From an optimization exercise on the open Yosys and OpenROAD flow, aimed at small area, a short achievable clock period and few clock cycles; shortcuts taken in it are not production practice. At most, simulation tests tie the RTL to the original design; equivalence was not proved. The RTL of runs 1 to 3 was laid out without a check of its function.

## config.mk

```make
export PLATFORM = sky130hd
export DESIGN_NAME = jfp_csum
export DESIGN_NICKNAME = jfp_csum
export VERILOG_FILES = /design/flow/design.v
export SDC_FILE = /design/flow/constraint.sdc
export NUM_CORES = 4
export LEC_CHECK = 0
export CAP_MARGIN = 20
export CORE_MARGIN = 2
export CORE_UTILIZATION = 35
export PLACE_DENSITY = 0.5
export SETUP_SLACK_MARGIN = 4.5
export SLEW_MARGIN = 20
```

## run.sh

```bash
#!/bin/bash
# synth_recipe.tcl (not shown) runs the flow's synth.tcl, then flattens the netlist and writes it again
# the make line also repeats each setting of config.mk as NAME=value (left out here)
make -C /OpenROAD-flow-scripts/flow DESIGN_CONFIG=/design/flow/config.mk WORK_HOME=/design/flow/orfs CLKGATE_MAP_FILE= SYNTH_SCRIPT=/design/flow/synth_recipe.tcl finish
```

## constraint.sdc

```tcl
create_clock -name core_clock -period 10.0 [get_ports {clk}]
set_input_delay 2.0000 -clock core_clock [delete_from_list [all_inputs] [get_ports {clk}]]
set_output_delay 2.0000 -clock core_clock [all_outputs]
set_load 0.01 [all_outputs]
```

## design.v

```verilog
module jfp_csum (
    input             clk,
    input             rst,
    input             bus_valid,
    input             bus_we,
    input      [7:0]  bus_addr,
    input      [3:0]  bus_be,
    input      [31:0] bus_wdata,
    output            bus_ready,
    output reg [31:0] bus_rdata
);
    localparam [2:0] EC_OK    = 3'd0;    
    localparam [2:0] EC_ILL   = 3'd1;    
    localparam [2:0] EC_BND   = 3'd2;    
    localparam [2:0] EC_SHORT = 3'd3;    
    localparam [2:0] EC_ULEN  = 3'd4;    
    localparam [2:0] EC_LMIS  = 3'd5;    
    localparam [2:0] EC_ADDR  = 3'd6;    
    function [22:0] ks22;
        input [21:0] a, b;
        input        cin;
        reg   [21:0] g, p, p0;
        integer      i, d;
        begin
            g = a & b;
            p = a ^ b;
            p0 = p;
            for (d = 1; d < 22; d = d * 2)
                for (i = 21; i >= d; i = i - 1) begin
                    g[i] = g[i] | (p[i] & g[i - d]);
                    p[i] = p[i] & p[i - d];
                end
            ks22[0] = p0[0] ^ cin;
            for (i = 1; i < 22; i = i + 1)
                ks22[i] = p0[i] ^ (g[i - 1] | (p[i - 1] & cin));
            ks22[22] = g[21] | (p[21] & cin);
        end
    endfunction
    function [15:0] eac16;
        input [15:0] a, b;
        reg   [15:0] g, p, p0;
        reg          co;
        integer      i, d;
        begin
            g = a & b;
            p = a ^ b;
            p0 = p;
            for (d = 1; d < 16; d = d * 2)
                for (i = 15; i >= d; i = i - 1) begin
                    g[i] = g[i] | (p[i] & g[i - d]);
                    p[i] = p[i] & p[i - d];
                end
            co = g[15];
            eac16[0] = p0[0] ^ co;
            for (i = 1; i < 16; i = i + 1)
                eac16[i] = p0[i] ^ (g[i - 1] | (p[i - 1] & co));
        end
    endfunction
    function [43:0] csa;
        input [21:0] x, y, z;
        csa = {(((x & y) | (x & z) | (y & z)) << 1), (x ^ y ^ z)};
    endfunction
    reg [7:0]   fm [0:63];
    reg [31:0]  cmd_r;
    reg [2:0]   err;
    reg         udpv, csv, match;
    reg [15:0]  view_base, view_len;
    reg [6:0]   pl_base;             
    reg [6:0]   udp_len;             
    reg [1:0]   src_tag, dst_tag;
    reg [127:0] src_val, dst_val;
    reg [15:0]  udp_sport, udp_dport, udp_csum;
    reg [21:0]  csum_acc;            
    reg [15:0]  csum_val, csum_stored;
    wire [15:0] pl_len = (udp_len == 7'd0) ? 16'd0 : {9'd0, udp_len - 7'd8};
    reg         busy;
    reg         is_parse, is_icmp, is_update;
    reg         first;       
    reg [21:0]  corr_s, corr_c;  
    reg [1:0]   blk;         
    reg         blk_ovf;     
    reg [21:0]  acc_s, acc_c;    
    reg [15:0]  rmask;           
    reg [5:0]   elast;       
    reg [31:0]  h0, h1;      
    reg [15:0]  fld_r;       
    reg         lenok_r;     
    reg [1:0]   bsel;        
    reg [19:0]  ph;          
    reg [21:0]  ph_s, ph_c;  
    reg [1:0]   ph_st;       
    assign bus_ready = !busy;
    wire acc_en = bus_valid && !busy;
    wire reg_wr = acc_en && bus_we && !bus_addr[7];
    wire mem_wr = acc_en && bus_we && (bus_addr[7:4] == 4'b1000);
    wire [7:0]  c_op  = bus_wdata[7:0];
    wire [7:0]  c_rsv = bus_wdata[15:8];
    wire [15:0] c_imm = bus_wdata[31:16];
    reg c_legal;
    always @(*) begin
        case (c_op)
            8'h00, 8'h01, 8'h10, 8'h40, 8'h50, 8'h51, 8'h52, 8'h53:
                c_legal = (c_rsv == 8'h00) && (c_imm == 16'h0000);
            8'h11:
                c_legal = (c_rsv == 8'h00);
            default:
                c_legal = 1'b0;
        endcase
    end
    wire cmd_wr   = reg_wr && (bus_addr == 8'h00);
    wire cmd_ok   = cmd_wr && c_legal;
    wire c_soft   = cmd_ok && (c_op == 8'h01);
    wire c_desc   = cmd_ok && (c_op == 8'h10);
    wire c_trunc  = cmd_ok && (c_op == 8'h11);
    wire c_parse  = cmd_ok && (c_op == 8'h40);
    wire c_csum   = cmd_ok && (c_op[7:2] == 6'b010100);
    wire        addrs_ok   = (src_tag == 2'd1) && (dst_tag == 2'd1);
    wire [5:0]  b6         = view_base[5:0];
    wire [7:0]  vend       = {1'b0, view_base[6:0]} + {1'b0, view_len[6:0]};
    wire        out_bounds = (|view_base[15:7]) || (|view_len[15:7]) || (vend > 8'd64);
    wire [6:0]  n7         = view_len[6:0];      
    wire        short_p    = view_len < 16'd8;
    wire        short_i    = view_len < 16'd4;
    wire        icmp_c     = busy ? is_icmp : c_op[1];
    wire p_err    = out_bounds || short_p;
    wire cs_err   = out_bounds || (c_op[1] ? (short_i || !addrs_ok) : short_p);
    wire p_start  = c_parse && !p_err;
    wire cs_start = c_csum && !cs_err;
    wire [5:0]  fu = b6 + 6'd6;     
    wire [5:0]  fi = b6 + 6'd2;     
    wire [31:0] port_word = {fm[{bus_addr[3:0], 2'd0}], fm[{bus_addr[3:0], 2'd1}],
                             fm[{bus_addr[3:0], 2'd2}], fm[{bus_addr[3:0], 2'd3}]};
    wire        ph_busy  = (ph_st != 2'd0);
    wire        cs_busy  = busy && !is_parse;
    wire        first_c  = !busy || first;
    wire        blk_done = blk_ovf && !first;
    wire        do_blk   = !ph_busy && (!busy || !blk_done);
    wire [1:0]  k_first  = b6[5:4];
    wire [1:0]  k_last   = elast[5:4];
    wire [15:0] bmask    = ph_busy ? 16'hFFFF : rmask;
    wire [127:0] fm_blk;
    genvar g;
    generate for (g = 0; g < 16; g = g + 1) begin : g_blk
        assign fm_blk[127 - 8 * g -: 8] = fm[{bsel, g[3:0]}];
    end endgenerate
    wire [127:0] blk_data = !ph_busy ? fm_blk : (ph_st == 2'd1) ? src_val : dst_val;
    wire [3:0]  w0 = b6[5:2];
    wire [3:0]  w1 = w0 + 4'd1;
    wire [3:0]  w2 = w0 + 4'd2;
    wire        on0 = !ph_busy && (bsel == w0[3:2]);
    wire        on1 = !ph_busy && (bsel == w1[3:2]);
    wire [31:0] c0 = fm_blk[127 - 32 * w0[1:0] -: 32];
    wire [31:0] c1 = fm_blk[127 - 32 * w1[1:0] -: 32];
    wire [31:0] c2 = fm_blk[127 - 32 * w2[1:0] -: 32];
    wire [31:0] e0 = on0 ? c0 : h0;
    wire [31:0] e1 = on1 ? c1 : h1;
    wire [31:0] e2 = c2;
    wire [95:0] win12 = {e0, e1, e2};
    wire [1:0]  ob    = b6[1:0];
    wire [63:0] hdr   = win12[95 - 8 * ob -: 64];
    wire [15:0] h_len = hdr[31:16];
    wire [15:0] lenf  = hdr[31:16];
    wire [15:0] fld   = fld_r;
    wire [15:0] fld_c  = icmp_c ? hdr[47:32] : hdr[15:0];
    wire [43:0] cc1    = csa({2'd0, ph}, {15'd0, n7}, icmp_c ? 22'd59 : 22'd18);
    wire [43:0] cc2    = csa(cc1[21:0], cc1[43:22], {6'h3F, ~fld_c});
    wire [1:0]  k_fl   = icmp_c ? (b6[5:4] + {1'b0, (b6[3:0] > 4'd12)}) :
                                  (b6[5:4] + {1'b0, (b6[3:0] > 4'd8)});
    wire [1:0]  k_hl  = b6[5:4] + {1'b0, (b6[3:0] > 4'd8)};
    wire        swap = b6[0] && !ph_busy;
    wire [15:0] wd [0:7];
    generate for (g = 0; g < 8; g = g + 1) begin : g_wd
        wire [7:0] be_ = blk_data[127 - 16 * g -: 8] & {8{bmask[2 * g]}};
        wire [7:0] bo_ = blk_data[119 - 16 * g -: 8] & {8{bmask[2 * g + 1]}};
        assign wd[g] = swap ? {bo_, be_} : {be_, bo_};
    end endgenerate
    wire [21:0] base_s = ph_busy ? ((ph_st == 2'd1) ? 22'd0 : ph_s) :
                         first_c ? 22'd0 : acc_s;
    wire [21:0] base_c = ph_busy ? ((ph_st == 2'd1) ? 22'd0 : ph_c) :
                         first_c ? 22'd0 : acc_c;
    wire [43:0] l1a = csa({6'd0, wd[0]}, {6'd0, wd[1]}, {6'd0, wd[2]});
    wire [43:0] l1b = csa({6'd0, wd[3]}, {6'd0, wd[4]}, {6'd0, wd[5]});
    wire [43:0] l1c = csa({6'd0, wd[6]}, {6'd0, wd[7]}, base_s);
    wire [43:0] l2a = csa(l1a[21:0], l1a[43:22], l1b[21:0]);
    wire [43:0] l2b = csa(l1b[43:22], l1c[21:0], l1c[43:22]);
    wire [43:0] l3a = csa(l2a[21:0], l2a[43:22], l2b[21:0]);
    wire [43:0] l4a = csa(l3a[21:0], l3a[43:22], l2b[43:22]);
    wire [43:0] l5a = csa(l4a[21:0], l4a[43:22], base_c);
    wire [22:0] ph_  = ks22(ph_s, ph_c, 1'b0);
    wire [43:0] rw1   = csa(acc_s, acc_c, corr_s);
    wire [43:0] rw2   = csa(rw1[21:0], rw1[43:22], corr_c);
    wire [22:0] raw_  = ks22(rw2[21:0], rw2[43:22], 1'b0);
    wire [21:0] raw   = raw_[21:0];
    wire [15:0] fold2 = eac16(raw[15:0], {10'd0, raw[21:16]});
    wire [15:0] val   = ~fold2;
    wire p_hdr     = do_blk && (bsel == k_hl);
    wire parse_fin = busy && is_parse && p_hdr;
    wire p_now     = p_start && p_hdr;              
    wire csum_fin  = cs_busy && blk_done;
    wire len_bad   = !is_icmp && !lenok_r;
    wire csum_ok   = !len_bad && addrs_ok;
    wire p_ok      = (h_len[15:7] == 9'd0) && (h_len[6:3] != 4'd0) && (h_len[6:0] <= n7);
    wire p_commit  = (parse_fin || p_now) && p_ok;
    wire r0 = rst || c_soft;                  
    wire src_tw = reg_wr && (bus_addr == 8'h25);
    wire dst_tw = reg_wr && (bus_addr == 8'h26);
    wire tclr   = (bus_wdata[1:0] != 2'd1);
    wire [1:0]  tagv = (bus_wdata[1:0] == 2'd3) ? 2'd0 : bus_wdata[1:0];
    wire src_clr = r0 || (src_tw && tclr);
    wire dst_clr = r0 || (dst_tw && tclr);
    wire any_clr = r0 || ((src_tw || dst_tw) && tclr);
    wire [31:0] wd_z = any_clr ? 32'h0 : bus_wdata;
    wire val_wr = reg_wr && (bus_addr[7:3] == 5'b01000);
    wire        vb_we = r0 || (reg_wr && bus_addr == 8'h02) || c_desc;
    wire [15:0] vb_d  = r0 ? 16'h0 : c_desc ? {9'd0, pl_base} : bus_wdata[15:0];
    wire        vl_we_np = r0 || (reg_wr && bus_addr == 8'h03) || c_desc ||
                           (c_trunc && c_imm < view_len);
    wire        vl_we = vl_we_np || p_commit;
    wire [15:0] vl_d  = r0 ? 16'h0 : c_desc ? pl_len : c_trunc ? c_imm :
                        p_commit ? h_len : bus_wdata[15:0];
    wire [15:0] nvb   = vb_we ? vb_d : view_base;
    wire [15:0] nvl_np = !vl_we_np ? view_len : r0 ? 16'h0 : c_desc ? pl_len :
                         c_trunc ? c_imm : bus_wdata[15:0];
    wire [5:0]  elast_np = nvb[5:0] + nvl_np[5:0] - 6'd1;
    wire [5:0]  elast_pc = b6 + h_len[5:0] - 6'd1;
    always @(posedge clk) begin
        if (rst || cmd_wr)
            cmd_r <= rst ? 32'h0 : bus_wdata;
        if (src_clr || (val_wr && !bus_addr[2] && bus_addr[1:0] == 2'd0)) src_val[127:96] <= wd_z;
        if (src_clr || (val_wr && !bus_addr[2] && bus_addr[1:0] == 2'd1)) src_val[95:64]  <= wd_z;
        if (src_clr || (val_wr && !bus_addr[2] && bus_addr[1:0] == 2'd2)) src_val[63:32]  <= wd_z;
        if (src_clr || (val_wr && !bus_addr[2] && bus_addr[1:0] == 2'd3)) src_val[31:0]   <= wd_z;
        if (dst_clr || (val_wr &&  bus_addr[2] && bus_addr[1:0] == 2'd0)) dst_val[127:96] <= wd_z;
        if (dst_clr || (val_wr &&  bus_addr[2] && bus_addr[1:0] == 2'd1)) dst_val[95:64]  <= wd_z;
        if (dst_clr || (val_wr &&  bus_addr[2] && bus_addr[1:0] == 2'd2)) dst_val[63:32]  <= wd_z;
        if (dst_clr || (val_wr &&  bus_addr[2] && bus_addr[1:0] == 2'd3)) dst_val[31:0]   <= wd_z;
        if (r0 || src_tw) src_tag <= r0 ? 2'd0 : tagv;
        if (r0 || dst_tw) dst_tag <= r0 ? 2'd0 : tagv;
        if (vb_we) view_base <= vb_d;
        if (vl_we) view_len  <= vl_d;
        elast <= elast_n;
        if (r0 || p_commit) begin
            pl_base   <= r0 ? 7'h0 : b6 + 7'd8;
            udp_len   <= r0 ? 7'h0 : h_len[6:0];
            udp_sport <= r0 ? 16'h0 : hdr[63:48];
            udp_dport <= r0 ? 16'h0 : hdr[47:32];
            udp_csum  <= r0 ? 16'h0 : hdr[15:0];
        end
        if (r0 || (csum_fin && csum_ok)) begin
            csum_acc    <= r0 ? 22'h0 : raw;
            csum_val    <= r0 ? 16'h0 : val;
            csum_stored <= r0 ? 16'h0 : is_update ? val : fld;
        end
        if (rst) begin
            err   <= EC_OK;
            udpv  <= 1'b0;
            csv   <= 1'b0;
            match <= 1'b0;
        end else if (cmd_wr) begin
            if (!c_legal)
                err <= EC_ILL;
            else if (c_parse || c_csum)
                err <= out_bounds ? EC_BND :
                       (c_parse ? short_p : c_op[1] ? short_i : short_p) ? EC_SHORT :
                       (c_csum && c_op[1] && !addrs_ok) ? EC_ADDR : EC_OK;
            else
                err <= EC_OK;
            if (p_now) begin
                err  <= p_ok ? EC_OK : EC_ULEN;
                udpv <= p_ok;
            end
            if (c_soft || (c_parse && p_err))
                udpv <= 1'b0;
            if (c_soft || (c_csum && cs_err)) begin
                csv   <= 1'b0;
                match <= 1'b0;
            end
        end else if (parse_fin) begin
            err  <= p_ok ? EC_OK : EC_ULEN;
            udpv <= p_ok;
        end else if (csum_fin) begin
            err   <= len_bad ? EC_LMIS : !addrs_ok ? EC_ADDR : EC_OK;
            csv   <= csum_ok;
            match <= csum_ok && (is_update || val == fld);
        end
    end
    wire       busy_n  = !rst && (!busy ? ((p_start && !p_now) || cs_start)
                                        : !(parse_fin || csum_fin));
    wire       first_n = !busy ? ph_busy : (first && !do_blk);
    wire [1:0] blk_n   = !busy ? (ph_busy ? k_first : k_first + 2'd1) :
                         do_blk ? bsel + 2'd1 : blk;
    wire [1:0] bsel_n  = (!busy_n || first_n) ? nvb[5:4] : blk_n;
    wire [5:0] elast_n = p_commit ? elast_pc : elast_np;
    wire [3:0] bstart_n = (bsel_n == nvb[5:4]) ? nvb[3:0] : 4'd0;
    wire [3:0] bend_n   = (bsel_n == elast_n[5:4]) ? elast_n[3:0] : 4'd15;
    wire [15:0] rmask_n = (16'hFFFF << bstart_n) & (16'hFFFF >> (4'd15 - bend_n));
    always @(posedge clk) begin
        if (rst)
            busy <= 1'b0;
        else if (!busy)
            busy <= (p_start && !p_now) || cs_start;
        else if (parse_fin || csum_fin)
            busy <= 1'b0;
        if (rst || c_soft) begin
            ph_st <= 2'd0;
            ph    <= 20'd0;
        end else if (val_wr || ((src_tw || dst_tw) && tclr)) begin
            ph_st <= 2'd1;
        end else if (ph_busy) begin
            ph_st <= ph_st + 2'd1;
            if (ph_st == 2'd3)
                ph <= ph_[19:0];
            ph_s  <= l5a[21:0];
            ph_c  <= l5a[43:22];
        end
        if (!busy) begin
            is_parse  <= !c_op[4];
            is_icmp   <= c_op[1];
            is_update <= c_op[0];
            first     <= ph_busy;
            blk       <= ph_busy ? k_first : k_first + 2'd1;
            blk_ovf   <= !ph_busy && (k_first == k_last);
        end else if (do_blk) begin
            first   <= 1'b0;
            blk     <= bsel + 2'd1;
            blk_ovf <= (bsel == k_last);
        end
        if (on0) h0 <= c0;
        if (on1) h1 <= c1;
        if (do_blk)
        begin
            acc_s <= l5a[21:0];
            acc_c <= l5a[43:22];
        end
        if (do_blk && bsel == k_fl) begin
            corr_s  <= cc2[21:0];
            corr_c  <= cc2[43:22];
            fld_r   <= fld_c;
            lenok_r <= (lenf == view_len);
        end
        bsel  <= bsel_n;
        rmask <= rmask_n;
    end
    wire [5:0]  st0   = is_icmp ? fi : fu;
    wire        st_en = csum_fin && is_update && csum_ok;
    wire [63:0] st_dec = st_en ? (64'd1 << st0) : 64'd0;
    wire [63:0] st_we  = st_dec | {st_dec[62:0], 1'b0};
    reg  [7:0]  lane_d [0:3];
    integer l;
    always @(*) begin
        for (l = 0; l < 4; l = l + 1) begin
            if (!busy)
                lane_d[l] = bus_wdata[8 * (3 - l) +: 8];
            else if (st0[1:0] == l[1:0])
                lane_d[l] = val[15:8];
            else
                lane_d[l] = val[7:0];
        end
    end
    integer i;
    always @(posedge clk) begin
        for (i = 0; i < 64; i = i + 1) begin
            if ((mem_wr && (bus_addr[3:0] == i[5:2]) && bus_be[3 - i[1:0]]) || st_we[i])
                fm[i] <= lane_d[i % 4];
        end
    end
    reg [7:0] err8;
    always @(*) begin
        case (err)
            EC_OK:    err8 = 8'h00;
            EC_ILL:   err8 = 8'h01;
            EC_BND:   err8 = 8'h02;
            EC_SHORT: err8 = 8'h03;
            EC_ULEN:  err8 = 8'h30;
            EC_LMIS:  err8 = 8'h31;
            default:  err8 = 8'h40;
        endcase
    end
    always @(*) begin
        bus_rdata = 32'h0;
        if (bus_addr[7:4] == 4'b1000) begin
            bus_rdata = port_word;
        end else begin
            case (bus_addr)
            8'h00: bus_rdata = cmd_r;
            8'h01: bus_rdata = {19'h0, match, csv, udpv, 2'b00, err8};
            8'h02: bus_rdata = {16'h0, view_base};
            8'h03: bus_rdata = {16'h0, view_len};
            8'h04: bus_rdata = {25'h0, pl_base};
            8'h05: bus_rdata = {16'h0, pl_len};
            8'h25: bus_rdata = {30'h0, src_tag};
            8'h26: bus_rdata = {30'h0, dst_tag};
            8'h30: bus_rdata = {16'h0, udp_sport};
            8'h31: bus_rdata = {16'h0, udp_dport};
            8'h32: bus_rdata = {25'h0, udp_len};
            8'h33: bus_rdata = {16'h0, udp_csum};
            8'h38: bus_rdata = {10'h0, csum_acc};
            8'h39: bus_rdata = {16'h0, csum_val};
            8'h3A: bus_rdata = {16'h0, csum_stored};
            8'h40: bus_rdata = src_val[127:96];
            8'h41: bus_rdata = src_val[95:64];
            8'h42: bus_rdata = src_val[63:32];
            8'h43: bus_rdata = src_val[31:0];
            8'h44: bus_rdata = dst_val[127:96];
            8'h45: bus_rdata = dst_val[95:64];
            8'h46: bus_rdata = dst_val[63:32];
            8'h47: bus_rdata = dst_val[31:0];
            default: bus_rdata = 32'h0;
            endcase
        end
    end
endmodule
```

==> flow_summary.yaml, run 1 <==
cts:
  cts-root-buf: "clkbuf_16"
  cts_tree: "built"
  cts_made_buffers: 147
  ctsHtreeMaxLevel: 4
  clock_latency_ns: 0.87
  clkTransAtPathRegs_ns: 0.06
  cts_buffer_depth: 3
  numClockSinks: 1211
place:
  portBuffers: 80
  gp_congestion: 1.07
  post-place-ws_ns: 1.06
  post-dp-hpwl_um: 297000
hold_path:
  min_from: "ph[16]$_SDFFE_PP0P_"
  hold_path.class: "reg2reg"
  hold_end: "corr_c[17]$_DFFE_PP_"
  hold-path-cell-count: 0
worst_setup_path:
  crit_path_top_delay_cell: "fa_1"
  cp_max_fo: 6
  critPathKind: "reg2reg"
  worst_r2r_endpoint: "match$_SDFFE_PP0P_"
  crit_family: "compound AO/OA/AOI/OAI gates"
  slowest_delay_ns: 0.59
  regToRegStartpoint: "corr_s[4]$_DFFE_PP_"
  rrSetupSlack_ns: 2.04
  path_depth: 32
  critPathRequiredTime_ns: 10.79
  start_kind: "flip-flop"
  cp-end-kind: "flip-flop"
  crit_arrival_ns: 8.75
  worstRegToRegCells: 32
  cp.buffers_inverters: 2
synth:
  synth_cells: 6092
  synth_top_family_by_area: "compound AO/OA/AOI/OAI gates"
  syn-cell-area_mm2: 0.0686
  synth_fa_ha_area_frac: 0.0769
  synthFlopType: "edfxtp_1"
  ys_types: 106
  synth_compound_area_frac: 0.212
  synth_xor_area_frac: 0.0137
  synth_nets: 6453
  synth_common_cells: "edfxtp_1, nor2_1, a22oi_1"
  ys.warnings.count: 5
  ys_ff_latch: 1211
  netlist.area_leader.share: 0.477
  synth_enable_flop_cells: 1089
  yosys.area_share.simple: 0.101
  synth.largest_area_cell: "edfxtp_1"
  syn_avg_cell_area_um2: 11.3
  yosysSeqAreaShare: 0.512
  yosysMostFrequentCell: "edfxtp_1"
  async_reset_ff_frac: 0
  synth_area_leaders: "edfxtp_1, fa_1, a22oi_1, dfxtp_1, a22o_1"
  synthMuxAreaShare: 0.0411
cells_and_area:
  n_fill_cell: 17360
  area_growth_syn_to_layout_pct: 36.6
  drive_gt1_frac: 0.332
  final_nets: 7254
global_routing:
  grt_use_total: 0.430
  grt_util_met3: 0.178
  grt_pass1_vias: 61469
  antenna_found_initial: 30
  grt.busiest_layer: "met2"
  use_met1: 0.542
  grt_start_max_net_pins: 97
  met2_usage: 0.591
  grt_overflow: 0
  grt_pass1_wl_um: 572000
floorplan:
  initial_utilization: 0.352
  ios: 81
  coreArea_mm2: 0.195
  fp.dieH_um: 447
  die_area_mm2: 0.200
  core.rowCount: 162
  dieWidth_um: 447
detailed_routing:
  drt_iter0_markers: 12075
  wl_per_cell_um: 46.2
  drc: 0
  finalWirelength_um: 447000
  ant_nets: 0
  dr.pass1.iters: 9
  vias: 67432
  via_per_inst: 6.98
sta:
  hold_viol: 0
  clock_skew_ns: 0.0458
  finalSetupViolCount: 0
  maxSlewViolCount: 0
  period_share: 0.796
  layout_setup_ws_ns: 2.04
  fin_crit_ns: 7.96
  relSlewSlack: 0.144
  worst_slew_pin_slew_ns: 1.28
  fmax_mhz: 126
  grt_setup_unrepaired: "yes"
  setup-tns-final_ns: 0
flow_run:
  cap_violations: 0
status:
  outcome: "timing/DRC/antenna clean"
how the worst max path moves through the flow:
| stage | start | endpoint | slack [ns] |
|---|---|---|---|
| after floorplan | corr_s[7]$_DFFE_PP_ | match$_SDFFE_PP0P_ | 2.80 |
| after global placement | corr_s[4]$_DFFE_PP_ | match$_SDFFE_PP0P_ | 1.17 |
| after detailed placement | corr_s[4]$_DFFE_PP_ | match$_SDFFE_PP0P_ | 1.06 |
| after CTS | corr_s[7]$_DFFE_PP_ | match$_SDFFE_PP0P_ | 2.33 |
| after global routing | acc_c[3]$_DFFE_PP_ | match$_SDFFE_PP0P_ | 1.76 |
| final | corr_s[4]$_DFFE_PP_ | match$_SDFFE_PP0P_ | 2.04 |
layer usage:
| layer | vias up | routed length, um |
|---|---|---|
| met5 | - | 1070 |
| met4 | 36 | 42500 |
| met3 | 1634 | 65600 |
| met2 | 6159 | 175000 |
| met1 | 34071 | 163000 |
| li1 | 25532 | - |
layout by cell type, fill, tap and decap left out, types with 34 or more instances in the layout:
cell type,n
a21o_1,38
a21oi_1,183
a21oi_2,55
a21oi_4,50
a221oi_1,83
a221oi_2,96
a221oi_4,34
a222oi_1,34
a22o_1,207
a22oi_1,368
a22oi_2,58
and2_1,48
and3_1,74
buf_12,153
buf_4,548
buf_6,214
buf_8,40
clkbuf_16,159
dfxtp_1,117
edfxtp_1,1089
fa_1,131
fa_2,50
ha_1,108
inv_1,250
mux2_2,75
mux2i_1,137
nand2_1,362
nand3_1,109
nand4_1,76
nor2_1,375
nor2_4,65
nor3_1,74
o211ai_1,46
o21ai_0,137
o21ai_2,59
o21ai_4,51
o221ai_1,40
o22ai_1,84
xnor2_1,55
through the flow:
step           utilization  cell area (um^2)  hold WS (ns)  cells
2_1_floorplan            -             69800         0.430   6092
3_3_place_gp         0.383             74500         0.445   8630
3_5_place_dp         0.383             74600         0.445   8633
4_1_cts              0.459             89500         0.458   9414
5_1_grt              0.481             93600         0.482   9637
6_report             0.481             93700         0.456   9663
repair_timing:
item                                     CTS  global route
gates cloned                              57            14
endpoints found under the setup margin  1147           876
gates resized for setup                 1245           472
setup buffers                            456           207
pin swaps                                274           277
hold buffers                               0             0
flip-flops by register name, summed over array words and instances, names as in the netlist, 22 cells and up:
register	flops
ph_s	22
dst_val	128
fm	512
h1	32
cmd_r	32
csum_acc	22
src_val	128
acc_s	22
h0	32
kinds of logic (layout without fill, tap and decap cells):
group	after synthesis	count (layout)
AOI/OAI and AO/OA	2008	2023
and+or+nand+nor	1474	1485
DFF	1211	1211
buffers and inverters	735	1629
adders and majority gates	313	313
muxes	249	249
xor gates and xnor gates	102	102
other	0	27
cell type report:
| cell class | instances | area, um^2 | area share |
|---|---|---|---|
| Multi-Input combinational cell | 4172 | 37100 | 0.396 |
| Sequential cell | 1211 | 35200 | 0.375 |
| Timing Repair Buffer | 1073 | 12300 | 0.131 |
| Clock buffer | 183 | 3880 | 0.0415 |
| Tap cell | 2624 | 3280 | 0.0350 |
| Inverter | 288 | 1110 | 0.0119 |
| Clock inverter | 85 | 808 | 0.00863 |
| Antenna cell | 27 | 67.6 | 0.000721 |
==> run 2, diff against run 1 <==
--- a/design.v
+++ b/design.v
@@ -56,6 +56,14 @@
                 eac16[i] = p0[i] ^ (g[i - 1] | (p[i - 1] & co));
         end
     endfunction
+    function [31:0] ecsa;
+        input [15:0] x, y, z;
+        reg   [15:0] c;
+        begin
+            c = (x & y) | (x & z) | (y & z);
+            ecsa = {c[14:0], c[15], x ^ y ^ z};
+        end
+    endfunction
     function [43:0] csa;
         input [21:0] x, y, z;
         csa = {(((x & y) | (x & z) | (y & z)) << 1), (x ^ y ^ z)};
@@ -162,8 +170,8 @@
     wire [15:0] lenf  = hdr[31:16];
     wire [15:0] fld   = fld_r;
     wire [15:0] fld_c  = icmp_c ? hdr[47:32] : hdr[15:0];
-    wire [43:0] cc1    = csa({2'd0, ph}, {15'd0, n7}, icmp_c ? 22'd59 : 22'd18);
-    wire [43:0] cc2    = csa(cc1[21:0], cc1[43:22], {6'h3F, ~fld_c});
+    wire [43:0] cc1    = csa({2'd0, ph}, {15'd0, n7}, icmp_c ? 22'd58 : 22'd17);
+    wire [43:0] cc2    = csa(cc1[21:0], cc1[43:22], {6'd0, ~fld_c});
     wire [1:0]  k_fl   = icmp_c ? (b6[5:4] + {1'b0, (b6[3:0] > 4'd12)}) :
                                   (b6[5:4] + {1'b0, (b6[3:0] > 4'd8)});
     wire [1:0]  k_hl  = b6[5:4] + {1'b0, (b6[3:0] > 4'd8)};
@@ -189,10 +197,13 @@
     wire [22:0] ph_  = ks22(ph_s, ph_c, 1'b0);
     wire [43:0] rw1   = csa(acc_s, acc_c, corr_s);
     wire [43:0] rw2   = csa(rw1[21:0], rw1[43:22], corr_c);
-    wire [22:0] raw_  = ks22(rw2[21:0], rw2[43:22], 1'b0);
+    wire [43:0] rw3   = csa(rw2[21:0], rw2[43:22], 22'h3F0001);    
+    wire [22:0] raw_  = ks22(rw3[21:0], rw3[43:22], 1'b0);
     wire [21:0] raw   = raw_[21:0];
-    wire [15:0] fold2 = eac16(raw[15:0], {10'd0, raw[21:16]});
-    wire [15:0] val   = ~fold2;
+    wire [31:0] ea1   = ecsa(rw2[15:0], rw2[37:22], {10'd0, rw2[21:16]});
+    wire [31:0] ea2   = ecsa(ea1[15:0], ea1[31:16], {10'd0, rw2[43:38]});
+    wire [15:0] fold2 = eac16(ea2[15:0], ea2[31:16]);
+    wire [15:0] val   = (fold2 == 16'h0) ? 16'h0 : ~fold2;
     wire p_hdr     = do_blk && (bsel == k_hl);
     wire parse_fin = busy && is_parse && p_hdr;
     wire p_now     = p_start && p_hdr;              
@@ -281,7 +292,7 @@
         end else if (csum_fin) begin
             err   <= len_bad ? EC_LMIS : !addrs_ok ? EC_ADDR : EC_OK;
             csv   <= csum_ok;
-            match <= csum_ok && (is_update || val == fld);
+            match <= csum_ok;
         end
     end
     wire       busy_n  = !rst && (!busy ? ((p_start && !p_now) || cs_start)
@@ -383,7 +394,7 @@
         end else begin
             case (bus_addr)
             8'h00: bus_rdata = cmd_r;
-            8'h01: bus_rdata = {19'h0, match, csv, udpv, 2'b00, err8};
+            8'h01: bus_rdata = {19'h0, match && (csum_val == csum_stored), csv, udpv, 2'b00, err8};
             8'h02: bus_rdata = {16'h0, view_base};
             8'h03: bus_rdata = {16'h0, view_len};
             8'h04: bus_rdata = {25'h0, pl_base};
--- a/config.mk
+++ b/config.mk
@@ -9,5 +9,5 @@
 export CORE_MARGIN = 2
 export CORE_UTILIZATION = 35
 export PLACE_DENSITY = 0.5
-export SETUP_SLACK_MARGIN = 4.5
+export SETUP_SLACK_MARGIN = 3.0
 export SLEW_MARGIN = 20
==> run 2 against run 1 <==
- highest routed layer unchanged
- non-clock buffer count down 518
- cell area shrank 12%
- setup slack improved by 0.77 ns
- routed wire length decreased by 10%
- critical endpoint is now fm[4][0]$_DFFE_PP_
- worst hold slack lost 0.018 ns
- via count is 6.5% lower
- critical path type unchanged
- still clean on timing, DRC and antenna
==> flow_summary.yaml, run 2 <==
status:
  outcome: "timing/DRC/antenna clean"
sta:
  hold_viol: 0
  fmax_mhz: 139
  clock_skew_ns: 0.0536
  fin_crit_ns: 7.19
  finalSetupViolCount: 0
  setup-tns-final_ns: 0
  period_share: 0.719
  maxSlewViolCount: 0
  worst_slew_pin_slew_ns: 1.32
  grt_setup_unrepaired: "yes"
  relSlewSlack: 0.113
synth:
  syn-cell-area_mm2: 0.0688
  ys_ff_latch: 1206
  synth_nets: 6506
  synth_area_leaders: "edfxtp_1, fa_1, a22oi_1, dfxtp_1, ha_1"
  synth_cells: 6094
  synthFlopType: "edfxtp_1"
  ys.warnings.count: 5
  yosysSeqAreaShare: 0.509
  synth_enable_flop_cells: 1085
  synth.largest_area_cell: "edfxtp_1"
  yosysMostFrequentCell: "edfxtp_1"
  netlist.area_leader.share: 0.474
  synth_common_cells: "edfxtp_1, a22oi_1, nor2_1"
  syn_avg_cell_area_um2: 11.3
  async_reset_ff_frac: 0
  ys_types: 92
cts:
  cts_tree: "built"
  clkTransAtPathRegs_ns: 0.06
  ctsHtreeMaxLevel: 4
  cts-root-buf: "clkbuf_16"
  clock_latency_ns: 0.88
  ctsHoldBuffers: 0
  numClockSinks: 1206
  cts_buffer_depth: 3
  cts_made_buffers: 146
cells_and_area:
  final_area_mm2: 0.0827
  multi_input_area_mm2: 0.0331
  mostFrequentLayoutCells: "edfxtp_1, a22oi_1, nand2_1"
  area_growth_syn_to_layout_pct: 20.2
  final_nets: 6793
  layout_commonest_cell: "edfxtp_1"
  largest_reg_flops: 512
  n_fill_cell: 18498
  drive_gt1_frac: 0.178
  instances_no_fill: 9140
  top_regs: "fm x512, dst_val x128, src_val x128"
  largest_register: "fm"
  seq_area_mm2: 0.0350
worst_setup_path:
  regToRegStartpoint: "acc_s[4]$_DFFE_PP_"
  worst_r2r_endpoint: "fm[4][0]$_DFFE_PP_"
  rrSetupSlack_ns: 2.81
  cp-end-kind: "flip-flop"
  start_kind: "flip-flop"
  setup.worst_path.start: "acc_s[4]$_DFFE_PP_"
  cp_max_fo: 8
  critPathRequiredTime_ns: 10.60
  crit_arrival_ns: 7.78
  worstRegToRegCells: 25
  critPathKind: "reg2reg"
detailed_routing:
  drt_iter0_markers: 11950
  ant_nets: 0
  vias: 63050
  via_per_inst: 6.90
  drc: 0
  dr.pass1.iters: 9
  wl_per_cell_um: 44.0
  finalWirelength_um: 402000
global_routing:
  grt_start_max_net_pins: 108
  antenna_found_initial: 33
  grt_overflow: 0
  grt_pass1_vias: 58098
  grt_use_total: 0.389
  grt_pass1_wl_um: 524000
hold_path:
  hold-path-cell-count: 0
  hold_path.class: "reg2reg"
  hold_end: "corr_s[16]$_DFFE_PP_"
  min_from: "ph[16]$_SDFFE_PP0P_"
place:
  dp.cells: 8692
  portBuffers: 80
  post-dp-hpwl_um: 290000
  gp_congestion: 1.12
  dpl_cell_area_mm2: 0.0744
floorplan:
  initial_utilization: 0.352
  coreArea_mm2: 0.195
  core.rowCount: 162
  ios: 81
  fp.dieH_um: 447
  dieWidth_um: 447
  die_area_mm2: 0.200
flow_run:
  cap_violations: 0
-- run 2: cells by family after synthesis --
kind of cell	synth area share
fa+ha+maj	0.0875
buf+inv	0.0432
compound gates	0.206
flops	0.509
mux	0.0444
simple gates	0.0956
xor+xnor	0.0143
-- run 2: worst max-delay path, stage by stage, from the launching register on --
cell and delay (ns):
edfxtp_1 0.52, fa_1 0.60, inv_2 0.06, fa_2 0.55
inv_2 0.06, fa_1 0.55, fa_2 0.47, ha_4 0.28
and3_4 0.18, and3_4 0.22, a311oi_4 0.10, a2111oi_4 0.40
buf_4 0.21, a21bo_4 0.20, a41oi_2 0.14, xnor2_1 0.16
buf_4 0.21, or4_1 0.57, nor4b_4 0.25, nand4_1 0.17
buf_6 0.17, buf_12 0.15, buf_16 0.16, nand3_4 0.11
o21ai_4 0.16, buf_8 0.23
-- run 2: per-layer routing --
metal  up-vias  GRT usage  share of wire
li1      24344          -              -
met1     31747      0.503           0.37
met2      5602      0.540           0.40
met3      1333      0.144           0.14
met4        24      0.259          0.088
met5         -          0        0.00040
-- run 2: stage by stage --
stage	hold WS (ns)	util	setup WS (ns)
2_1_floorplan	0.408	-	3.00
3_3_place_gp	0.413	0.381	1.14
3_5_place_dp	0.420	0.381	1.06
4_1_cts	0.433	0.417	2.92
5_1_grt	0.450	0.424	2.65
6_report	0.437	0.424	2.81
-- run 2: how the worst max path moves through the flow --
stage | end | slack, ns | cells after the start
3_3_place_gp | rmask[15]$_DFF_P_ | 1.14 | 22
2_1_floorplan | pl_base[0]$_SDFFCE_PP0P_ | 3.00 | 34
3_5_place_dp | rmask[15]$_DFF_P_ | 1.06 | 22
6_report | fm[4][0]$_DFFE_PP_ | 2.81 | 25
4_1_cts | fm[53][6]$_DFFE_PP_ | 2.92 | 24
5_1_grt | fm[61][1]$_DFFE_PP_ | 2.65 | 24
-- run 2: cell type report --
| cell class | instances | share of cell area |
|---|---|---|
| Antenna cell | 15 | 0.000454 |
| Inverter | 334 | 0.0152 |
| Sequential cell | 1206 | 0.423 |
| Multi-Input combinational cell | 4138 | 0.401 |
| Clock buffer | 186 | 0.0471 |
| Timing Repair Buffer | 555 | 0.0641 |
| Tap cell | 2624 | 0.0397 |
| Clock inverter | 82 | 0.00920 |
-- run 2: repair_timing --
item / in CTS / in global routing
setup endpoints to repair: 711 / 679
cloned: 20 / 6
pin swaps: 48 / 42
gates resized for setup: 279 / 151
setup buffers: 76 / 59
endpoints found under the hold margin: 0 / 0
==> run 3, diff against run 2 <==
--- a/config.mk
+++ b/config.mk
@@ -8,6 +8,8 @@
 export CAP_MARGIN = 20
 export CORE_MARGIN = 2
 export CORE_UTILIZATION = 35
+export CTS_BUF_LIST = sky130_fd_sc_hd__clkbuf_8
+export CTS_CLUSTER_SIZE = 30
 export PLACE_DENSITY = 0.5
 export SETUP_SLACK_MARGIN = 3.0
 export SLEW_MARGIN = 20
==> run 3 against run 2 <==
- still clean on timing, DRC and antenna
- routed wire length is 0.35% higher
- cell count rose by 1.7%
- area after synthesis unchanged
- flip-flop and latch count unchanged
- clock skew increased by 0.030 ns
- worst hold slack lost 0.0016 ns
- critical endpoint is now rmask[9]$_DFF_P_
- highest routed layer unchanged
==> flow_summary.yaml, run 3 <==
cts:
  cts_tree: "built"
  numClockSinks: 1206
  clock_latency_ns: 1.08
  cts_buffer_depth: 3
  clkTransAtPathRegs_ns: 0.06
  cts-root-buf: "clkbuf_8"
  ctsHtreeMaxLevel: 4
  cts_made_buffers: 214
cells_and_area:
  top_regs: "fm x512, dst_val x128, src_val x128"
  area_growth_syn_to_layout_pct: 20.3
  mostFrequentLayoutCells: "edfxtp_1, a22oi_1, buf_4"
  layout_commonest_cell: "edfxtp_1"
  n_fill_cell: 18560
  largest_reg_flops: 512
  drive_gt1_frac: 0.193
  final_nets: 6893
  largest_register: "fm"
synth:
  synth_enable_flop_cells: 1085
  yosysSeqAreaShare: 0.509
  synth_cells: 6094
  syn-cell-area_mm2: 0.0688
  async_reset_ff_frac: 0
  ys_ff_latch: 1206
  ys_types: 92
  synthFlopType: "edfxtp_1"
  synth_area_leaders: "edfxtp_1, fa_1, a22oi_1, dfxtp_1, ha_1"
  ys.warnings.count: 5
  netlist.area_leader.share: 0.474
  synth_nets: 6506
  yosysMostFrequentCell: "edfxtp_1"
  synth.largest_area_cell: "edfxtp_1"
  syn_avg_cell_area_um2: 11.3
  synth_common_cells: "edfxtp_1, a22oi_1, nor2_1"
global_routing:
  antenna_found_initial: 31
  grt_pass1_wl_um: 524000
  grt_overflow: 0
  grt_use_total: 0.388
  grt_pass1_vias: 58523
  grt_start_max_net_pins: 108
sta:
  maxSlewViolCount: 0
  finalSetupViolCount: 0
  setup-tns-final_ns: 0
  layout_setup_ws_ns: 2.84
  hold_viol: 0
  worst_slew_pin_slew_ns: 1.39
  grt_setup_unrepaired: "yes"
  fmax_mhz: 140
  fin_crit_ns: 7.16
  period_share: 0.716
  relSlewSlack: 0.0763
  clock_skew_ns: 0.0840
worst_setup_path:
  slowest_delay_ns: 1.03
  crit_path_top_delay_cell: "a2111oi_1"
  cp-end-kind: "flip-flop"
  critPathKind: "reg2reg"
  critPathRequiredTime_ns: 10.91
  crit_arrival_ns: 8.07
  start_kind: "flip-flop"
  cp_max_fo: 12
  crit_top_cell: "o21a_1"
floorplan:
  ios: 81
  core.rowCount: 162
  fp.dieH_um: 447
  die_area_mm2: 0.200
  coreArea_mm2: 0.195
  dieWidth_um: 447
  initial_utilization: 0.352
hold_path:
  hold_path.class: "reg2reg"
detailed_routing:
  vias: 63254
  via_per_inst: 6.80
  wl_per_cell_um: 43.4
  finalWirelength_um: 403000
  drt_iter0_markers: 11478
  ant_nets: 0
  drc: 0
  dr.pass1.iters: 10
status:
  outcome: "timing/DRC/antenna clean"
flow_run:
  cap_violations: 0
place:
  gp_congestion: 1.12
  post-place-ws_ns: 1.06
  portBuffers: 80
  post-dp-hpwl_um: 290000
run 3: cell count changes in the layout (fill, tap and decap cells not counted), moves of 10 or more:
| cell | before | now |
|---|---|---|
| nand3_1 | 126 | 115 |
| clkinv_1 | 25 | 59 |
| buf_6 | 48 | 58 |
| clkbuf_8 | 4 | 220 |
| buf_4 | 375 | 391 |
| clkbuf_16 | 149 | 4 |
| inv_1 | 325 | 386 |
| o21ai_4 | 27 | 38 |
| clkbuf_1 | 34 | 0 |
run 3: final timing paths:
kind,startpoint,endpoint,slack (ns),cells past startpoint
min reg2reg,ph[17]$_SDFFE_PP0P_,corr_s[17]$_DFFE_PP_,0.44,0
max reg2reg,bsel[1]$_DFF_P_,rmask[9]$_DFF_P_,2.84,25
min,ph[17]$_SDFFE_PP0P_,corr_s[17]$_DFFE_PP_,0.44,0
max,bsel[1]$_DFF_P_,rmask[9]$_DFF_P_,2.84,25
run 3: area by class of cell:
class                      instances  area [um^2]  share of cell area
clock buffer                     220         3030              0.0366
sequential                      1206        35000               0.423
clock inverter                   175         1100              0.0133
tap                             2624         3280              0.0397
timing repair buffer             585         5590              0.0675
inverter                         334         1260              0.0152
multi-input combinational       4140        33500               0.404
antenna                           12         30.0            0.000363
run 3: cells by family after synthesis:
kind of cell	synth area share
buffers and inverters	0.0432
AO/OA/AOI/OAI	0.206
adder cells (fa/ha/maj)	0.0875
multiplexers	0.0444
flip-flops	0.509
XOR/XNOR	0.0143
AND/OR/NAND/NOR	0.0956
run 3: worst max-delay path, delay by kind of cell (launching register included):
family / cells / cell delay [ns]
AOI/OAI and AO/OA: 9 / 2.32
muxes: 3 / 0.81
and+or+nand+nor: 4 / 1.42
xor gates and xnor gates: 1 / 0.25
DFF: 1 / 0.43
adders and majority gates: 2 / 0.54
buffers and inverters: 6 / 1.19
run 3: per-stage QoR:
stage	hold slack, ns	area [um^2]	util	std cells
2_1_floorplan	0.408	68900	-	6094
3_3_place_gp	0.413	74400	0.381	8692
3_5_place_dp	0.420	74400	0.381	8692
4_1_cts	0.434	80600	0.413	9180
5_1_grt	0.451	82800	0.424	9286
6_report	0.436	82800	0.424	9296
run 3: timing repair:
item                                    in CTS  in global routing
endpoints found under the setup margin     711                675
pin swaps                                   48                 63
gates resized for setup                    243                266
setup buffers                               79                 76
hold buffers                                 0                  0
gates cloned                                14                 24
run 3: layer usage:
metal,part of all wire,vias to the layer above,track usage
li1,-,24567,-
met4,0.088,18,0.260
met3,0.14,1302,0.145
met1,0.37,31805,0.502
met5,0.00029,-,0
met2,0.40,5562,0.538
==> run 4, diff against run 3 <==
--- a/design.v
+++ b/design.v
@@ -95,7 +95,6 @@
     reg         lenok_r;     
     reg [1:0]   bsel;        
     reg [19:0]  ph;          
-    reg [21:0]  ph_s, ph_c;  
     reg [1:0]   ph_st;       
     assign bus_ready = !busy;
     wire acc_en = bus_valid && !busy;
@@ -182,10 +181,9 @@
         wire [7:0] bo_ = blk_data[119 - 16 * g -: 8] & {8{bmask[2 * g + 1]}};
         assign wd[g] = swap ? {bo_, be_} : {be_, bo_};
     end endgenerate
-    wire [21:0] base_s = ph_busy ? ((ph_st == 2'd1) ? 22'd0 : ph_s) :
-                         first_c ? 22'd0 : acc_s;
-    wire [21:0] base_c = ph_busy ? ((ph_st == 2'd1) ? 22'd0 : ph_c) :
-                         first_c ? 22'd0 : acc_c;
+    wire        base0  = ph_busy ? (ph_st == 2'd1) : first_c;
+    wire [21:0] base_s = base0 ? 22'd0 : acc_s;
+    wire [21:0] base_c = base0 ? 22'd0 : acc_c;
     wire [43:0] l1a = csa({6'd0, wd[0]}, {6'd0, wd[1]}, {6'd0, wd[2]});
     wire [43:0] l1b = csa({6'd0, wd[3]}, {6'd0, wd[4]}, {6'd0, wd[5]});
     wire [43:0] l1c = csa({6'd0, wd[6]}, {6'd0, wd[7]}, base_s);
@@ -194,7 +192,7 @@
     wire [43:0] l3a = csa(l2a[21:0], l2a[43:22], l2b[21:0]);
     wire [43:0] l4a = csa(l3a[21:0], l3a[43:22], l2b[43:22]);
     wire [43:0] l5a = csa(l4a[21:0], l4a[43:22], base_c);
-    wire [22:0] ph_  = ks22(ph_s, ph_c, 1'b0);
+    wire [22:0] ph_  = ks22(acc_s, acc_c, 1'b0);
     wire [43:0] rw1   = csa(acc_s, acc_c, corr_s);
     wire [43:0] rw2   = csa(rw1[21:0], rw1[43:22], corr_c);
     wire [43:0] rw3   = csa(rw2[21:0], rw2[43:22], 22'h3F0001);    
@@ -321,8 +319,6 @@
             ph_st <= ph_st + 2'd1;
             if (ph_st == 2'd3)
                 ph <= ph_[19:0];
-            ph_s  <= l5a[21:0];
-            ph_c  <= l5a[43:22];
         end
         if (!busy) begin
             is_parse  <= !c_op[4];
@@ -338,11 +334,8 @@
         end
         if (on0) h0 <= c0;
         if (on1) h1 <= c1;
-        if (do_blk)
-        begin
-            acc_s <= l5a[21:0];
-            acc_c <= l5a[43:22];
-        end
+        acc_s <= l5a[21:0];
+        acc_c <= l5a[43:22];
         if (do_blk && bsel == k_fl) begin
             corr_s  <= cc2[21:0];
             corr_c  <= cc2[43:22];
==> run 4 against run 3 <==
- core utilization is 0.69 points higher
- setup slack better by 0.048 ns
- routed wire length is 9.7% higher
- non-clock buffer count is 112 higher
- register-to-register slack better by 0.05 ns
- clock-buffer cell count is 1 lower
- global-route usage is 4.5 points higher
- highest routed layer unchanged
==> flow_summary.yaml, run 4 <==
cells_and_area:
  layout_commonest_cell: "edfxtp_1"
  drive_gt1_frac: 0.224
  area_growth_syn_to_layout_pct: 22.7
  final_nets: 7076
  mostFrequentLayoutCells: "edfxtp_1, buf_4, a22oi_1"
  largest_register: "fm"
  top_regs: "fm x512, dst_val x128, src_val x128"
  largest_reg_flops: 512
detailed_routing:
  wl_per_cell_um: 47.1
  vias: 64966
  drc: 0
  drt_iter0_markers: 11659
  dr.pass1.iters: 10
  ant_nets: 0
  via_per_inst: 6.92
  finalWirelength_um: 443000
floorplan:
  fp.dieH_um: 443
  ios: 81
  coreArea_mm2: 0.192
  core.rowCount: 161
  die_area_mm2: 0.196
  dieWidth_um: 443
  initial_utilization: 0.351
synth:
  async_reset_ff_frac: 0
  ys_types: 107
  synth_enable_flop_cells: 1003
  ys.warnings.count: 5
  synth.largest_area_cell: "edfxtp_1"
  ys_ff_latch: 1165
  syn_avg_cell_area_um2: 11.0
  synth_cells: 6155
  synth_common_cells: "edfxtp_1, a22oi_1, nand2_1"
  syn-cell-area_mm2: 0.0675
  netlist.area_leader.share: 0.446
  synth_area_leaders: "edfxtp_1, fa_1, a22oi_1, dfxtp_1, ha_1"
  synth_nets: 6568
  yosysSeqAreaShare: 0.494
  synthFlopType: "edfxtp_1"
  yosysMostFrequentCell: "edfxtp_1"
cts:
  cts_tree: "built"
  numClockSinks: 1165
  ctsHoldBuffers: 0
  clkTransAtPathRegs_ns: 0.06
  cts-root-buf: "clkbuf_8"
  cts_made_buffers: 208
  ctsHtreeMaxLevel: 4
  clock_latency_ns: 1.06
  cts_buffer_depth: 3
sta:
  hold_ws_ns: 0.422
  finalSetupViolCount: 0
  relSlewSlack: 0.0490
  hold_viol: 0
  clock_skew_ns: 0.0827
  worst_slew_pin_slew_ns: 1.42
  fmax_mhz: 141
  setup-tns-final_ns: 0
  grt_setup_unrepaired: "yes"
  period_share: 0.711
  maxSlewViolCount: 0
  fin_crit_ns: 7.11
worst_setup_path:
  regToRegStartpoint: "bsel[1]$_DFF_P_"
  worstRegToRegCells: 16
  critPathRequiredTime_ns: 10.94
  critPathKind: "reg2reg"
  worst_r2r_endpoint: "acc_s[14]$_DFF_P_"
  slowest_delay_ns: 1.01
  crit_arrival_ns: 8.05
  start_kind: "flip-flop"
  cp-end-kind: "flip-flop"
  cp_max_fo: 36
  crit_top_cell: "fa_1"
  crit_path_top_delay_cell: "o21ai_0"
  rrSetupSlack_ns: 2.89
  path_cells: "clkinvlp_4 -> ha_4 -> buf_4 -> buf_6 -> buf_4 -> a22oi_1 -> nand2_1 -> o21ai_0 -> o22ai_1 -> a21oi_1 -> fa_1 -> fa_1 -> fa_1 -> fa_1 -> fa_1 -> inv_1"
hold_path:
  min_from: "ph[17]$_SDFFE_PP0P_"
  hold-path-cell-count: 0
  hold_end: "corr_s[17]$_DFFE_PP_"
  hold_path.class: "reg2reg"
place:
  portBuffers: 80
  gp_congestion: 1.12
  post-dp-hpwl_um: 331000
global_routing:
  grt_start_max_net_pins: 102
  antenna_found_initial: 43
  grt_use_total: 0.433
  grt_overflow: 0
  grt_pass1_vias: 59259
  grt_pass1_wl_um: 570000
flow_run:
  cap_violations: 0
status:
  outcome: "timing/DRC/antenna clean"
[run 4: cell types whose count changed after synthesis, moves of 37 or more]
| cell | delta |
|---|---|
| a21oi_1 | +49 |
| mux2i_1 | -44 |
| mux2_2 | +37 |
| nand2_1 | +60 |
| a22o_1 | -82 |
| clkbuf_1 | -45 |
| dfxtp_1 | +41 |
| a221oi_1 | -57 |
| nand3_1 | +75 |
| o22ai_1 | +53 |
| buf_2 | +42 |
| edfxtp_1 | -82 |
[run 4: per-stage QoR]
| step | cell area [um^2] | utilization | std cells | worst slack (ns) |
|---|---|---|---|---|
| after global placement | 73900 | 0.385 | 8758 | 1.12 |
| after CTS | 81100 | 0.422 | 9318 | 2.89 |
| final | 82800 | 0.431 | 9394 | 2.89 |
| after global routing | 82800 | 0.431 | 9374 | 2.86 |
| after detailed placement | 74100 | 0.385 | 8766 | 1.09 |
| after floorplan | 67600 | - | 6155 | 3.02 |
[run 4: timing repair]
item	4_1_cts	5_1_grt
hold endpoints to repair	0	0
buffers inserted	140	35
pin swaps	102	50
resized for setup	333	244
cloned	21	15
endpoints found under the setup margin	689	675
[run 4: layout make-up]
cell class | count | area (um^2)
Inverter | 320 | 1220
Clock inverter | 172 | 1250
Fill cell | 18338 | 109000
Sequential cell | 1165 | 33400
Clock buffer | 219 | 3010
Timing Repair Buffer | 697 | 6620
Multi-Input combinational cell | 4271 | 34100
Antenna cell | 24 | 60.1
Tap cell | 2526 | 3160
[run 4: worst max-delay path by stage]
| stage | start | depth (start not counted) | end |
|---|---|---|---|
| 3_3_place_gp | bus_addr[2] | 23 | rmask[2]$_DFF_P_ |
| 6_report | bsel[1]$_DFF_P_ | 16 | acc_s[14]$_DFF_P_ |
| 5_1_grt | corr_s[3]$_DFFE_PP_ | 24 | fm[5][4]$_DFFE_PP_ |
| 2_1_floorplan | bus_addr[0] | 21 | rmask[14]$_DFF_P_ |
| 4_1_cts | acc_c[5]$_DFF_P_ | 24 | fm[33][3]$_DFFE_PP_ |
| 3_5_place_dp | bus_addr[2] | 23 | rmask[2]$_DFF_P_ |
[run 4: routing by layer]
metal,share of wire,GRT usage,vias to the layer above
met5,0.00064,0.00366,-
met4,0.078,0.253,34
met3,0.14,0.151,1240
met2,0.39,0.594,5722
met1,0.39,0.586,32960
li1,-,-,25010
[run 4: worst max-delay path: cells and delay by family, from the launching register on]
kind / cells / cell delay (ns)
flops: 1 / 0.37
simple gates: 1 / 0.22
fa+ha+maj: 6 / 3.37
compound gates: 4 / 2.05
buf+inv: 5 / 0.94
[run 4: cell families after synthesis]
family          synth area share
compound gates             0.207
xor+xnor                  0.0137
fa+ha+maj                 0.0893
buf+inv                   0.0435
flops                      0.494
mux                       0.0447
simple gates               0.108
Testbench counts of run 4, summed over its fixed seeds: cycles 11,786.
==> run 5, diff against run 4 <==
--- a/design.v
+++ b/design.v
@@ -90,6 +90,7 @@
     reg [21:0]  acc_s, acc_c;    
     reg [15:0]  rmask;           
     reg [5:0]   elast;       
+    reg         vstale;      
     reg [31:0]  h0, h1;      
     reg [15:0]  fld_r;       
     reg         lenok_r;     
@@ -138,10 +139,11 @@
     wire [31:0] port_word = {fm[{bus_addr[3:0], 2'd0}], fm[{bus_addr[3:0], 2'd1}],
                              fm[{bus_addr[3:0], 2'd2}], fm[{bus_addr[3:0], 2'd3}]};
     wire        ph_busy  = (ph_st != 2'd0);
+    wire        hold     = ph_busy || vstale;
     wire        cs_busy  = busy && !is_parse;
     wire        first_c  = !busy || first;
     wire        blk_done = blk_ovf && !first;
-    wire        do_blk   = !ph_busy && (!busy || !blk_done);
+    wire        do_blk   = !hold && (!busy || !blk_done);
     wire [1:0]  k_first  = b6[5:4];
     wire [1:0]  k_last   = elast[5:4];
     wire [15:0] bmask    = ph_busy ? 16'hFFFF : rmask;
@@ -231,7 +233,6 @@
     wire [15:0] nvl_np = !vl_we_np ? view_len : r0 ? 16'h0 : c_desc ? pl_len :
                          c_trunc ? c_imm : bus_wdata[15:0];
     wire [5:0]  elast_np = nvb[5:0] + nvl_np[5:0] - 6'd1;
-    wire [5:0]  elast_pc = b6 + h_len[5:0] - 6'd1;
     always @(posedge clk) begin
         if (rst || cmd_wr)
             cmd_r <= rst ? 32'h0 : bus_wdata;
@@ -247,7 +248,8 @@
         if (r0 || dst_tw) dst_tag <= r0 ? 2'd0 : tagv;
         if (vb_we) view_base <= vb_d;
         if (vl_we) view_len  <= vl_d;
-        elast <= elast_n;
+        elast  <= elast_n;
+        vstale <= p_commit;
         if (r0 || p_commit) begin
             pl_base   <= r0 ? 7'h0 : b6 + 7'd8;
             udp_len   <= r0 ? 7'h0 : h_len[6:0];
@@ -295,11 +297,11 @@
     end
     wire       busy_n  = !rst && (!busy ? ((p_start && !p_now) || cs_start)
                                         : !(parse_fin || csum_fin));
-    wire       first_n = !busy ? ph_busy : (first && !do_blk);
-    wire [1:0] blk_n   = !busy ? (ph_busy ? k_first : k_first + 2'd1) :
+    wire       first_n = !busy ? hold : (first && !do_blk);
+    wire [1:0] blk_n   = !busy ? (hold ? k_first : k_first + 2'd1) :
                          do_blk ? bsel + 2'd1 : blk;
     wire [1:0] bsel_n  = (!busy_n || first_n) ? nvb[5:4] : blk_n;
-    wire [5:0] elast_n = p_commit ? elast_pc : elast_np;
+    wire [5:0] elast_n = elast_np;
     wire [3:0] bstart_n = (bsel_n == nvb[5:4]) ? nvb[3:0] : 4'd0;
     wire [3:0] bend_n   = (bsel_n == elast_n[5:4]) ? elast_n[3:0] : 4'd15;
     wire [15:0] rmask_n = (16'hFFFF << bstart_n) & (16'hFFFF >> (4'd15 - bend_n));
@@ -324,9 +326,9 @@
             is_parse  <= !c_op[4];
             is_icmp   <= c_op[1];
             is_update <= c_op[0];
-            first     <= ph_busy;
-            blk       <= ph_busy ? k_first : k_first + 2'd1;
-            blk_ovf   <= !ph_busy && (k_first == k_last);
+            first     <= hold;
+            blk       <= hold ? k_first : k_first + 2'd1;
+            blk_ovf   <= !hold && (k_first == k_last);
         end else if (do_blk) begin
             first   <= 1'b0;
             blk     <= bsel + 2'd1;
--- a/config.mk
+++ b/config.mk
@@ -11,5 +11,5 @@
 export CTS_BUF_LIST = sky130_fd_sc_hd__clkbuf_8
 export CTS_CLUSTER_SIZE = 30
 export PLACE_DENSITY = 0.5
-export SETUP_SLACK_MARGIN = 3.0
+export SETUP_SLACK_MARGIN = 4.0
 export SLEW_MARGIN = 20
==> run 5 against run 4 <==
- first-iteration DRC count shrank 0.11%
- register-to-register slack better by 0.49 ns
- critical path depth shrank 5
- cell area increased by 7.4%
- sequential share of layout area down 2.8 points
- synthesized cell count fell by 0.52%
- flip-flop and latch count up 1
- largest cell class unchanged
==> flow_summary.yaml, run 5 <==
status:
  outcome: "timing/DRC/antenna clean"
global_routing:
  use_met1: 0.588
  grt_use_total: 0.450
  grt_start_max_net_pins: 105
  grt.busiest_layer: "met2"
  grt_pass1_vias: 61656
  grt_pass1_wl_um: 590000
  met2_usage: 0.610
  grt_util_met3: 0.179
  antenna_found_initial: 39
  grt_overflow: 0
worst_setup_path:
  critPathKind: "in2out"
  start_kind: "input pin"
  path_cells: "buf_12 -> nand2b_4 -> nor2_4 -> buf_12 -> buf_8 -> a22o_1 -> a221oi_2 -> nand4_1 -> a21oi_2 -> nand4_1 -> buf_2"
  crit_path_top_delay_cell: "nand4_1"
  slowest_delay_ns: 0.60
  cp_max_fo: 6
  crit_family: "simple AND/OR/NAND/NOR gates"
  crit_arrival_ns: 4.68
  cp-end-kind: "output port"
  critPathRequiredTime_ns: 8.00
  cp.buffers_inverters: 4
place:
  dp.cells: 8675
  gp_congestion: 1.09
  dpl_cell_area_mm2: 0.0737
  post-dp-hpwl_um: 328000
  portBuffers: 80
detailed_routing:
  vias: 66374
  dr.pass1.iters: 9
  via_per_inst: 6.89
  ant_nets: 0
  drc: 0
  drt_iter0_markers: 11646
  finalWirelength_um: 457000
  wl_per_cell_um: 47.5
floorplan:
  die_area_mm2: 0.196
  dieWidth_um: 443
  fp.dieH_um: 443
  ios: 81
  core.rowCount: 161
  initial_utilization: 0.351
  coreArea_mm2: 0.192
synth:
  syn_avg_cell_area_um2: 11.0
  ys_types: 100
  synth_enable_flop_cells: 1003
  ys_ff_latch: 1166
  synth.largest_area_cell: "edfxtp_1"
  synth_common_cells: "edfxtp_1, nor2_1, nand2_1"
  async_reset_ff_frac: 0
  synth_cells: 6123
  syn-cell-area_mm2: 0.0675
  synth_area_leaders: "edfxtp_1, fa_1, dfxtp_1, a22oi_1, ha_1"
  yosysMostFrequentCell: "edfxtp_1"
  netlist.area_leader.share: 0.446
  ys.warnings.count: 5
  synthFlopType: "edfxtp_1"
  yosysSeqAreaShare: 0.494
  synth_nets: 6525
sta:
  grt_setup_unrepaired: "yes"
  fmax_mhz: 150
  setup-tns-final_ns: 0
  maxSlewViolCount: 0
  period_share: 0.668
  relSlewSlack: 0.150
  hold_viol: 0
  fin_crit_ns: 6.68
  clock_skew_ns: 0.0914
  worst_slew_pin_slew_ns: 1.26
  finalSetupViolCount: 0
  hold_ws_ns: 0.435
flow_run:
  cap_violations: 0
cts:
  ctsHoldBuffers: 0
  cts_tree: "built"
  ctsHtreeMaxLevel: 4
  cts-root-buf: "clkbuf_8"
  cts_buffer_depth: 3
  numClockSinks: 1166
  cts_made_buffers: 208
  clock_latency_ns: 1.11
  clkTransAtPathRegs_ns: 0.05
cells_and_area:
  layout_commonest_cell: "edfxtp_1"
  largest_reg_flops: 512
  final_area_mm2: 0.0890
  area_growth_syn_to_layout_pct: 31.8
  drive_gt1_frac: 0.298
  final_nets: 7298
  top_regs: "fm x512, dst_val x128, src_val x128"
  n_fill_cell: 17925
  mostFrequentLayoutCells: "edfxtp_1, buf_4, nand2_1"
  largest_register: "fm"
  instances_no_fill: 9628
hold_path:
  hold_path.class: "reg2reg"
==> run 5: kinds of logic after synthesis <==
family,count (synthesis),share of synthesized area
adders and majority gates,354,0.0872
AOI/OAI and AO/OA,1955,0.210
muxes,277,0.0460
and+or+nand+nor,1551,0.108
buffers and inverters,723,0.0417
xor gates and xnor gates,97,0.0129
DFF,1166,0.494
==> run 5: final cells by class <==
class	instances	area (um^2)	area share
Antenna cell	24	60.1	0.000675
Clock buffer	219	3010	0.0339
Clock inverter	173	1310	0.0147
Sequential cell	1166	33400	0.375
Tap cell	2526	3160	0.0355
Multi-Input combinational cell	4243	36200	0.407
Timing Repair Buffer	972	10700	0.120
Inverter	305	1170	0.0131
==> run 5: metrics by stage <==
stage                      util  setup WS, ns
final                     0.463          3.32
after detailed placement  0.384          1.33
after global routing      0.463          3.39
after floorplan               -          3.68
after global placement    0.383          1.30
after CTS                 0.446          3.50
==> run 5: final timing paths <==
kind,start,to,slack (ns),cells past startpoint
min reg2reg,ph[17]$_SDFFE_PP0P_,corr_s[17]$_DFFE_PP_,0.43,0
max reg2reg,bsel[0]$_DFF_P_,udp_sport[1]$_SDFFCE_PP0P_,3.38,41
min,ph[17]$_SDFFE_PP0P_,corr_s[17]$_DFFE_PP_,0.43,0
max,bus_addr[1],bus_rdata[2],3.32,11
==> run 5: worst reg2reg max path, delay by kind of cell (launching register included) <==
kind                       cells  cell delay, ns
AOI/OAI and AO/OA              4            0.75
adders and majority gates      1            0.33
buffers and inverters         29            3.74
DFF                            1            0.37
muxes                          1            0.12
and+or+nand+nor                6            1.14
==> run 5: per-layer routing <==
layer	vias up	share of wire
li1	25519	-
met1	33606	0.38
met2	5779	0.39
met3	1444	0.14
met4	26	0.087
met5	-	0.00071
==> run 5: what timing repair did <==
action | CTS | global route
setup endpoints to repair | 809 | 716
endpoints found under the hold margin | 0 | 0
setup buffers | 338 | 135
cloned | 53 | 9
pin swaps | 222 | 186
gates resized for setup | 982 | 441
Testbench counts of run 5, summed over its fixed seeds: cycles 11,786.

==> port drivers added, routing unchanged <==
In the flow no input, the clock included, has a driving cell. The finished layouts below were timed again as built, in two steps. Step 1: set_driving_cell puts a clkbuf_16 on clk and a buf_2 on each other input, an assumption about the parent block. Step 2, shift: input delay + t, output delay - t, t = (earliest + latest rising clock arrival at the registers) / 2. This alone moves slack from input paths to output paths. Slacks: no drivers / after step 1 / after step 2; pairs: no drivers / after step 1.
run	shift t [ns]	slack for setup (ns)	worst setup path at the end
run 1	0.938	2.040 / 2.040 / 2.040	register to register
run 2	0.940	2.814 / 2.814 / 2.071	input to register
run 3	1.139	2.844 / 2.818 / 2.249	input to register
run 4	1.110	2.892 / 2.811 / 2.188	input to register
run 5	1.157	3.317 / 3.120 / 2.970	input to register
After both steps every run listed still meets setup and hold. For run 2, which loses most, drivers alone change the setup slack by 0.000 ns; drivers and shift together by -0.743 ns.
